This is an optimization exercise on Yosys and OpenROAD, whose aim is a short achievable clock period and few clock cycles, not a production implementation.
At most, simulation tests tie the RTL to the original design; equivalence was not proved.
Power figures rest on the tool's default switching activity, not on a simulated workload.

xenon:
// ost_ddmd
module ost_ddmd (
    input  wire         clk,
    input  wire         rst,
    input  wire         req_valid,
    output wire         req_ready,
    input  wire [31:0]  req_op,
    input  wire [31:0]  req_in_len,
    input  wire [31:0]  req_out_cap,
    input  wire [95:0]  req_in,         
    output wire         resp_valid,
    input  wire         resp_ready,
    output wire [1:0]   resp_status,
    output wire [31:0]  resp_bytes,
    output wire [319:0] resp_out,       
    output wire         prim_valid,
    output wire [2:0]   prim_cmd,
    output wire [63:0]  prim_addr,
    output wire [63:0]  prim_wdata,
    input  wire         prim_ack,
    input  wire [63:0]  prim_rdata,
    input  wire [15:0]  prim_rlimit,
    input  wire         prim_fault,
    output wire         faulted
);
    reg s_idle;      
    reg s_done;      
    reg s_fault;     
    reg s_prim;      
    reg s_msr;       
    reg s_rdsreg, s_sgdt, s_fix, s_memlo, s_memhi;
    reg s_clr;       
    reg ready_q, valid_q, pvalid_q;    
    reg [2:0]   cmd_q;
    reg [63:0]  addr_q;
    reg [63:0]  wdata_q;
    reg [1:0]   status_q;
    reg         bytes3_q, bytes5_q;
    reg [2:0]   cmd_o;
  ...
Size in the first run: about 2700 cells after synthesis, roughly 770 I/O pins, ~25000 um^2 of cells after synthesis.
export LEC_CHECK = 0
export CAP_MARGIN = 20
export CORE_AREA = 5 5 235 235
export CTS_CLUSTER_DIAMETER = 60
export CTS_CLUSTER_SIZE = 10
export DIE_AREA = 0 0 240 240
export SLEW_MARGIN = 40
export SYNTH_HIERARCHICAL = 1
export SYNTH_MINIMUM_KEEP_SIZE = 0
create_clock -name core_clock -period 10.0 [get_ports {clk}]
standard.sh (not shown) runs the stock make flow with config.mk's settings and CLKGATE_MAP_FILE= SYNTH_SCRIPT=/design/flow/synth_recipe.tcl, a recipe that flattens the netlist after the stock synthesis.
==> flow/flow/run.sh <==
#!/bin/bash
set -o pipefail
MARGIN=${MARGIN:-7}
bash standard.sh SETUP_SLACK_MARGIN=$MARGIN \
    "BUFFER_PORTS_ARGS=-buffer_cell sky130_fd_sc_hd__buf_4" \
    finish > flow_standard.log 2>&1
rc=$?
cp -r orfs/logs/sky130hd/ost_ddmd/base orfs_logs 2>/dev/null
exit $rc
xenon reached the final stage; the timing, design-rule and antenna checks on its layout passed.
Testbench counts of xenon, summed over its fixed seeds: cycles 50,336.
#### Input delta (umber over xenon)
--- a/flow/flow/run.sh
+++ b/flow/flow/run.sh
@@ -1,7 +1,8 @@
 #!/bin/bash
 set -o pipefail
-MARGIN=${MARGIN:-7}
+MARGIN=${MARGIN:-6.5}
 bash standard.sh SETUP_SLACK_MARGIN=$MARGIN \
     "BUFFER_PORTS_ARGS=-buffer_cell sky130_fd_sc_hd__buf_4" \
+    "PLACE_PINS_ARGS=-min_distance 1 -min_distance_in_tracks" \
     finish > flow_standard.log 2>&1
 rc=$?
umber: PASS, flow complete, no timing, DRC or antenna violations
Of xenon and umber, the higher cell area belongs to xenon.
The sequential share of power number comes out higher for umber vs xenon.
Relative to xenon, data required time of the critical path has increased by 2500 ps in umber.
Compare xenon and umber | share of total power consumed by net switching lower: umber
| wire length of the first global-routing pass | umber vs xenon | better |
umber vs xenon, core occupancy in the finished layout went down by 6.0 points.
Inputs modified between umber and fjord:
==> flow/flow/run.sh <==
#!/bin/bash
set -o pipefail
MARGIN=${MARGIN:-7}
bash standard.sh SETUP_SLACK_MARGIN=$MARGIN \
    "BUFFER_PORTS_ARGS=-buffer_cell sky130_fd_sc_hd__buf_4" \
    finish > flow_standard.log 2>&1
rc=$?
cp -r orfs/logs/sky130hd/ost_ddmd/base orfs_logs 2>/dev/null
exit $rc
--- a/flow/config.mk
+++ b/flow/config.mk
@@ -8,6 +8,6 @@
 export CAP_MARGIN = 20
 export CORE_AREA = 5 5 235 235
-export CTS_CLUSTER_DIAMETER = 60
-export CTS_CLUSTER_SIZE = 10
+export CTS_CLUSTER_DIAMETER = 100
+export CTS_CLUSTER_SIZE = 24
 export DIE_AREA = 0 0 240 240
 export SLEW_MARGIN = 40
- Going from umber to fjord, wire length moved up; global routing usage on met2 moved up; post-synthesis to final-layout area growth moved up.
- umber vs fjord, cell with the largest stage delay on the worst path: or4_1 vs dfxtp_2
- Compared with umber, fjord is the less power-hungry design.
Setup changes, fjord to zinc
--- a/flow/config.mk
+++ b/flow/config.mk
@@ -8,6 +8,4 @@
 export CAP_MARGIN = 20
 export CORE_AREA = 5 5 235 235
-export CTS_CLUSTER_DIAMETER = 100
-export CTS_CLUSTER_SIZE = 24
 export DIE_AREA = 0 0 240 240
 export SLEW_MARGIN = 40
[summary]
The global-route usage of zinc is higher than that of fjord. Clock power share on zinc is up relative to fjord. From fjord to zinc the numbers moved as follows: final setup skew saw a decrease, post-layout instance area went up by about 4%, sequential power essentially unchanged.

* * *

Setup of run D:
Another version of the RTL of ost_ddmd (not shown whole).
Size: ~770 I/O pins, ~21000 um2 of cells after synthesis.
==> flow/design.v (excerpt) <==
module ost_ddmd (
    input  wire         clk,
    input  wire         rst,
    input  wire         req_valid,
    output wire         req_ready,
    input  wire [31:0]  req_op,
    input  wire [31:0]  req_in_len,
    input  wire [31:0]  req_out_cap,
    input  wire [95:0]  req_in,         
    output wire         resp_valid,
    input  wire         resp_ready,
    output wire [1:0]   resp_status,
    output wire [31:0]  resp_bytes,
    output wire [319:0] resp_out,       
    output wire         prim_valid,
    output wire [2:0]   prim_cmd,
    output wire [63:0]  prim_addr,
    output wire [63:0]  prim_wdata,
    input  wire         prim_ack,
    input  wire [63:0]  prim_rdata,
    input  wire [15:0]  prim_rlimit,
    input  wire         prim_fault,
    output wire         faulted
);
Settings: LEC_CHECK=0, CAP_MARGIN=20, CORE_AREA=10 10 310 310, DIE_AREA=0 0 320 320, SLEW_MARGIN=40, SYNTH_HIERARCHICAL=1, SYNTH_MINIMUM_KEEP_SIZE=0; clock period 10.0 ns.
==> flow/flow/run.sh <==
#!/bin/bash
set -o pipefail
MARGIN=${MARGIN:-7}
bash standard.sh SETUP_SLACK_MARGIN=$MARGIN finish > flow_standard.log 2>&1
rc=$?
cp -r orfs/logs/sky130hd/ost_ddmd/base orfs_logs 2>/dev/null
exit $rc
Run D finished end to end and its layout was clean on timing, DRC and antenna.
Testbench counts of run D, summed over its fixed seeds: cycles 50,336.
[inputs] run C vs run D
--- a/flow/flow/run.sh
+++ b/flow/flow/run.sh
@@ -4 +4,3 @@
-bash standard.sh SETUP_SLACK_MARGIN=$MARGIN finish > flow_standard.log 2>&1
+bash standard.sh SETUP_SLACK_MARGIN=$MARGIN \
+    "BUFFER_PORTS_ARGS=-buffer_cell sky130_fd_sc_hd__buf_4" \
+    finish > flow_standard.log 2>&1
### Flow results
Area growth from synthesis to layout ended up 5.7 points lower on run C than on run D. For post-layout net count, run D and run C come out practically identical. The lower non-clock buffer count came out of run C. For the routing usage on met3, run C came in 1.2 points lower than run D did. Looking at post-layout instance area across run C and run D, the one that comes out lower is run C. For switching share of power, run C and run D come out practically identical. The switching power of run C was inferior to that of run D. Status: power consumption parity (run C, run D). Core occupancy in the finished layout: run C vs run D down 1.3 points. Initial core utilization: run D vs run C identical.

* * *

ost_ddmd, a different RTL version from the one above (not shown whole).
Size in the first run: roughly 1800 cells after synthesis, about 350 flip-flops, about 770 I/O pins, roughly 17000 um^2 of cells after synthesis.
clock: 10.0 ns
lec_check: 0
abc_clock_period_in_ps: 1000
cap_margin: 20
core_area: 5 5 215 215
die_area: 0 0 220 220
slew_margin: 40
==> flow/flow/run.sh <==
#!/bin/bash
set -o pipefail
MARGIN=${MARGIN:-7}
bash standard.sh SETUP_SLACK_MARGIN=$MARGIN finish > flow_standard.log 2>&1
rc=$?
cp -r orfs/logs/sky130hd/ost_ddmd/base orfs_logs 2>/dev/null
exit $rc
The first run completed with no timing, DRC or antenna violations.
Edit:
- CORE_AREA: 5 5 215 215 -> 10 10 310 310
- DIE_AREA: 0 0 220 220 -> 0 0 320 320
The changed run produced a clean layout.
Power came out higher by a few percent.
Maximum frequency came out higher by a few percent.
Sequential cell count stays the same.
Clock skew came out higher by 8.4 ps.
Critical path depth came out lower by 1.
Area after synthesis stays the same.
Die area came out higher by well over a third.
Design area came out higher by a few percent.
Utilization came out lower by 31 points.
Wire length came out higher by about a fifth.
No functional check of the RTL was part of any run of this note.

* * *

ost_ddmd with an RTL version that a note above also has.
For scale: roughly 2700 cells after synthesis, ~770 I/O pins, about 25000 um2 of cells after synthesis.
export LEC_CHECK = 0
export CAP_MARGIN = 20
export CORE_AREA = 10 10 310 310
export DIE_AREA = 0 0 320 320
export SLEW_MARGIN = 40
export SYNTH_HIERARCHICAL = 1
export SYNTH_MINIMUM_KEEP_SIZE = 0
create_clock -name core_clock -period 10.0 [get_ports {clk}]
==> flow/flow/run.sh <==
#!/bin/bash
set -o pipefail
MARGIN=${MARGIN:-7}
bash standard.sh SETUP_SLACK_MARGIN=$MARGIN \
    "BUFFER_PORTS_ARGS=-buffer_cell sky130_fd_sc_hd__buf_4" \
    finish > flow_standard.log 2>&1
rc=$?
cp -r orfs/logs/sky130hd/ost_ddmd/base orfs_logs 2>/dev/null
exit $rc
The starting point produced a clean layout.
Testbench counts at the start, summed over its fixed seeds: cycles 50,336.
Edit:
--- a/flow/flow/run.sh
+++ b/flow/flow/run.sh
@@ -3 +3 @@
-MARGIN=${MARGIN:-7}
+MARGIN=${MARGIN:-8}
Settings changed: CORE_AREA 10 10 310 310 to 5 5 235 235, CTS_CLUSTER_DIAMETER from default to 60, CTS_CLUSTER_SIZE from default to 10, DIE_AREA 0 0 320 320 to 0 0 240 240.
After rerunning: Worst setup slack improved by 0.038 ns. Power shrinks by about 2.4%. Die area shrinks by 44%. Synthesized cell count does not change. Cell area grows by 12%. Routed wire length hardly moves. Global-route usage grows by 13 points. Via count grows by 9.8%. Area after synthesis does not change.

* * *

## v12
ost_ddmd again, from the RTL that the note above started with.
clock: 10.0 ns
lec_check: 0
cap_margin: 20
core_area: 5 5 265 265
die_area: 0 0 270 270
slew_margin: 40
synth_hierarchical: 1
synth_minimum_keep_size: 0
==> flow/flow/run.sh <==
#!/bin/bash
set -o pipefail
MARGIN=${MARGIN:-7}
bash standard.sh SETUP_SLACK_MARGIN=$MARGIN \
    "BUFFER_PORTS_ARGS=-buffer_cell sky130_fd_sc_hd__buf_4" \
    finish > flow_standard.log 2>&1
rc=$?
cp -r orfs/logs/sky130hd/ost_ddmd/base orfs_logs 2>/dev/null
exit $rc
v12: flow completed, timing, DRC and antenna clean
Testbench counts of v12, summed over its fixed seeds: cycles 50,336.
### v12 -> v53
Settings: CORE_AREA changed from 5 5 265 265 to 5 5 215 215; DIE_AREA changed from 0 0 270 270 to 0 0 220 220; CTS_CLUSTER_DIAMETER newly set to 60; CTS_CLUSTER_SIZE newly set to 10.
[summary]
Every stage of the flow completed for v53, and the final layout passed the timing, design-rule and antenna checks.
v12 → v53: synthesis-to-finish area growth dropped 0.43 points; number of fill cells in the layout fell by about 60%.
[compare] base=v12 new=v53: number of well taps went down 281, highest cell delay on the worst timing path has increased, share of the core filled with cells up 27 points.
### v53 -> v33
Settings: CORE_AREA: 5 5 215 215 -> 5 5 235 235; PLACE_DENSITY: unset -> 0.8; DIE_AREA: 0 0 220 220 -> 0 0 240 240.
## What came out
- Against v53 as the reference, v33 delivers a higher later-pin clock latency in the skew report.
- From v33 to v53, remaining number of nets flagged by the antenna check after routing did not move at all.
- v53 → v33: final cell area excluding filler cells +about 0.4%, final period demand of the worst path decreased by 17 ps relative to the old numbers, setup slack increased 17 ps.

* * *

## MS
Another version of the RTL of ost_ddmd (not shown whole).
For scale: ~1900 cells after synthesis, about 420 flip-flops, about 770 I/O pins, roughly 21000 um2 of cells after synthesis.
export LEC_CHECK = 0
export ABC_CLOCK_PERIOD_IN_PS = 1000
export CAP_MARGIN = 20
export CORE_AREA = 10 10 310 310
export DIE_AREA = 0 0 320 320
export SETUP_SLACK_MARGIN = 5
export SLEW_MARGIN = 40
create_clock -name core_clock -period 10.0 [get_ports {clk}]
run.sh (not shown) runs the stock make flow with config.mk's settings and CLKGATE_MAP_FILE= SYNTH_SCRIPT=/design/flow/synth_recipe.tcl, a recipe that flattens the netlist after the stock synthesis.
Stock flow here: none of the scripts above is used.
MS: all stages complete, timing, DRC and antenna checks passed
diff inputs: MS => PW
Settings: DIE_AREA now 0 0 240 240, was 0 0 320 320; CORE_AREA now 5 5 235 235, was 10 10 310 310.
Findings:
PW completed every stage of the flow, and the final layout passed the timing, design-rule and antenna checks. MS | status: complete | timing, DRC, antenna: pass. Fmax, MS and PW, lower one = PW. Against MS, PW reports a layout overhead on the synthesized area that is lower. PW: cell-internal power is about 3.3% lower than what MS reported. Comparing MS and PW, met3 usage in global routing is higher on PW. The worst hold margin in PW sits 0.012 ns below the value recorded for MS. Power: PW draws less than MS.
Function was not checked in any run of this note: the RTL went through the layout flow alone.

* * *

exp/fjord:
RTL: one of the versions met above, not the one the previous note started from.
For scale: about 2700 cells after synthesis, ~770 I/O pins.
Design ost_ddmd, start of the top module:
module ost_ddmd (
    input  wire         clk,
    input  wire         rst,
    input  wire         req_valid,
    output wire         req_ready,
    input  wire [31:0]  req_op,
    input  wire [31:0]  req_in_len,
    input  wire [31:0]  req_out_cap,
    input  wire [95:0]  req_in,         
    output wire         resp_valid,
    input  wire         resp_ready,
    output wire [1:0]   resp_status,
    output wire [31:0]  resp_bytes,
    output wire [319:0] resp_out,       
    output wire         prim_valid,
    output wire [2:0]   prim_cmd,
    output wire [63:0]  prim_addr,
    output wire [63:0]  prim_wdata,
    input  wire         prim_ack,
    input  wire [63:0]  prim_rdata,
    input  wire [15:0]  prim_rlimit,
    input  wire         prim_fault,
    output wire         faulted
);
    reg s_idle;      
    reg s_done;      
    reg s_fault;     
    reg s_prim;      
    reg s_msr;       
    reg s_rdsreg, s_sgdt, s_fix, s_memlo, s_memhi;
    reg s_clr;       
    reg ready_q, valid_q, pvalid_q;    
  ...
export LEC_CHECK = 0
export CAP_MARGIN = 20
export CORE_AREA = 5 5 255 255
export CTS_CLUSTER_DIAMETER = 60
export CTS_CLUSTER_SIZE = 10
export DIE_AREA = 0 0 260 260
export SLEW_MARGIN = 40
export SYNTH_HIERARCHICAL = 1
export SYNTH_MINIMUM_KEEP_SIZE = 0
create_clock -name core_clock -period 10.0 [get_ports {clk}]
standard.sh (not shown) runs the stock make flow with config.mk's settings and CLKGATE_MAP_FILE= SYNTH_SCRIPT=/design/flow/synth_recipe.tcl, a recipe that flattens the netlist after the stock synthesis.
==> flow/flow/run.sh <==
#!/bin/bash
set -o pipefail
MARGIN=${MARGIN:-7}
bash standard.sh SETUP_SLACK_MARGIN=$MARGIN \
    "BUFFER_PORTS_ARGS=-buffer_cell sky130_fd_sc_hd__buf_4" \
    "PLACE_PINS_ARGS=-min_distance 1 -min_distance_in_tracks" \
    finish > flow_standard.log 2>&1
rc=$?
cp -r orfs/logs/sky130hd/ost_ddmd/base orfs_logs 2>/dev/null
exit $rc
Testbench counts of exp/fjord, summed over its fixed seeds: cycles 50,336.
What exp/delta does differently from exp/fjord at the input level:
Settings: CORE_AREA now 5 5 235 235, was 5 5 255 255; DIE_AREA now 0 0 240 240, was 0 0 260 260.
[summary]
For the number of cells in the design after placement, exp/delta came in about 3.6% lower than exp/fjord did. Between exp/delta and exp/fjord, the pre-CTS setup slack is lower for exp/delta. exp/fjord → exp/delta: total power now sits lower; part of the total power dissipated in combinational logic shows an increase of 0.2 points; row count lost 7.7%; width of the chip lost 7.7%; hold slack now sits lower. Diff exp/delta and exp/fjord: global-route met2 utilization higher in exp/delta. Comparing vias after detailed routing for exp/delta and exp/fjord, the smaller number came from exp/delta. Comparing fraction of power consumed by sequential logic for exp/delta and exp/fjord, the smaller number came from exp/fjord. The higher clock-buffer cell count of exp/delta and exp/fjord is in exp/fjord. exp/fjord reports its start point of the critical path as out_lo[13] while exp/delta reports f_raw_hi[49].
> inputs changed (exp/delta -> exp/yarrow)
diff --git a/flow/flow/run.sh b/flow/flow/run.sh
--- a/flow/flow/run.sh
+++ b/flow/flow/run.sh
@@ -2,3 +2,3 @@
 set -o pipefail
-MARGIN=${MARGIN:-7}
+MARGIN=${MARGIN:-7.5}
 bash standard.sh SETUP_SLACK_MARGIN=$MARGIN \
[summary]
The final layout from exp/yarrow, which completed every stage, passed the timing, design-rule and antenna checks at the end of the flow.
exp/delta → exp/yarrow: hold-fix buffer count after cts flat, arrival time of the worst setup path flat.
Per the comparison of exp/yarrow with exp/delta, flip-flop and latch share of the layout cell area now sits lower, total global routing track utilization went up by 0.35 points, final net count +100, final area increased about 6%, wire length per cell closely matched the old numbers.

what the ideal ports hide:
No port has a modelled driver above. Below, the same layouts with a new extraction and two added sets of constraints.
Step 1: set_driving_cell puts a clkbuf_16 on clk and a buf_2 on each other input, an assumption about the parent block.
Step 2 moves the port delays by t, midway between the first and last clock arrival at a register: inputs arrive t later, outputs are due t later. That takes back most of the time a late clock gives input paths.
Three values: no drivers, after step 1, after step 2; two values: the first two.
run | t (ns) | setup WS [ns] | slew at the worst register clock pin (ns)
xenon | 0.663 | 6.912 / 6.849 / 6.420 | 0.06 / 0.06
umber | 0.664 | 6.865 / 6.804 / 6.344 | 0.06 / 0.06
fjord | 0.663 | 6.904 / 6.844 / 6.451 | 0.11 / 0.11
zinc | 0.673 | 6.900 / 6.839 / 6.399 | 0.07 / 0.07
run D | 0.661 | 6.860 / 6.809 / 6.326 | 0.07 / 0.07
run C | 0.661 | 6.849 / 6.799 / 6.485 | 0.07 / 0.07
the first run of note 3 | 0.607 | 5.890 / 5.916 / 5.308 | 0.07 / 0.07
the second run of note 3 | 0.633 | 6.045 / 6.066 / 5.433 | 0.07 / 0.07
the first run of note 4 | 0.688 | 6.862 / 6.799 / 6.303 | 0.06 / 0.06
the second run of note 4 | 0.658 | 6.900 / 6.843 / 6.457 | 0.06 / 0.06
v12 | 0.668 | 6.902 / 6.841 / 6.403 | 0.07 / 0.07
v53 | 0.643 | 6.889 / 6.826 / 6.337 | 0.06 / 0.06
v33 | 0.650 | 6.906 / 6.852 / 6.354 | 0.06 / 0.06
MS | 0.665 | 4.937 / 4.944 / 4.279 | 0.07 / 0.07
PW | 0.643 | 4.901 / 4.901 / 4.258 | 0.07 / 0.07
exp/fjord | 0.662 | 6.916 / 6.854 / 6.461 | 0.06 / 0.06
exp/delta | 0.639 | 6.947 / 6.888 / 6.412 | 0.06 / 0.06
exp/yarrow | 0.655 | 6.940 / 6.874 / 6.439 | 0.06 / 0.06
After both steps every run listed still meets setup and hold. The setup slack of MS, which loses most, moves by +0.007 ns with the drivers and by -0.658 ns with both steps.
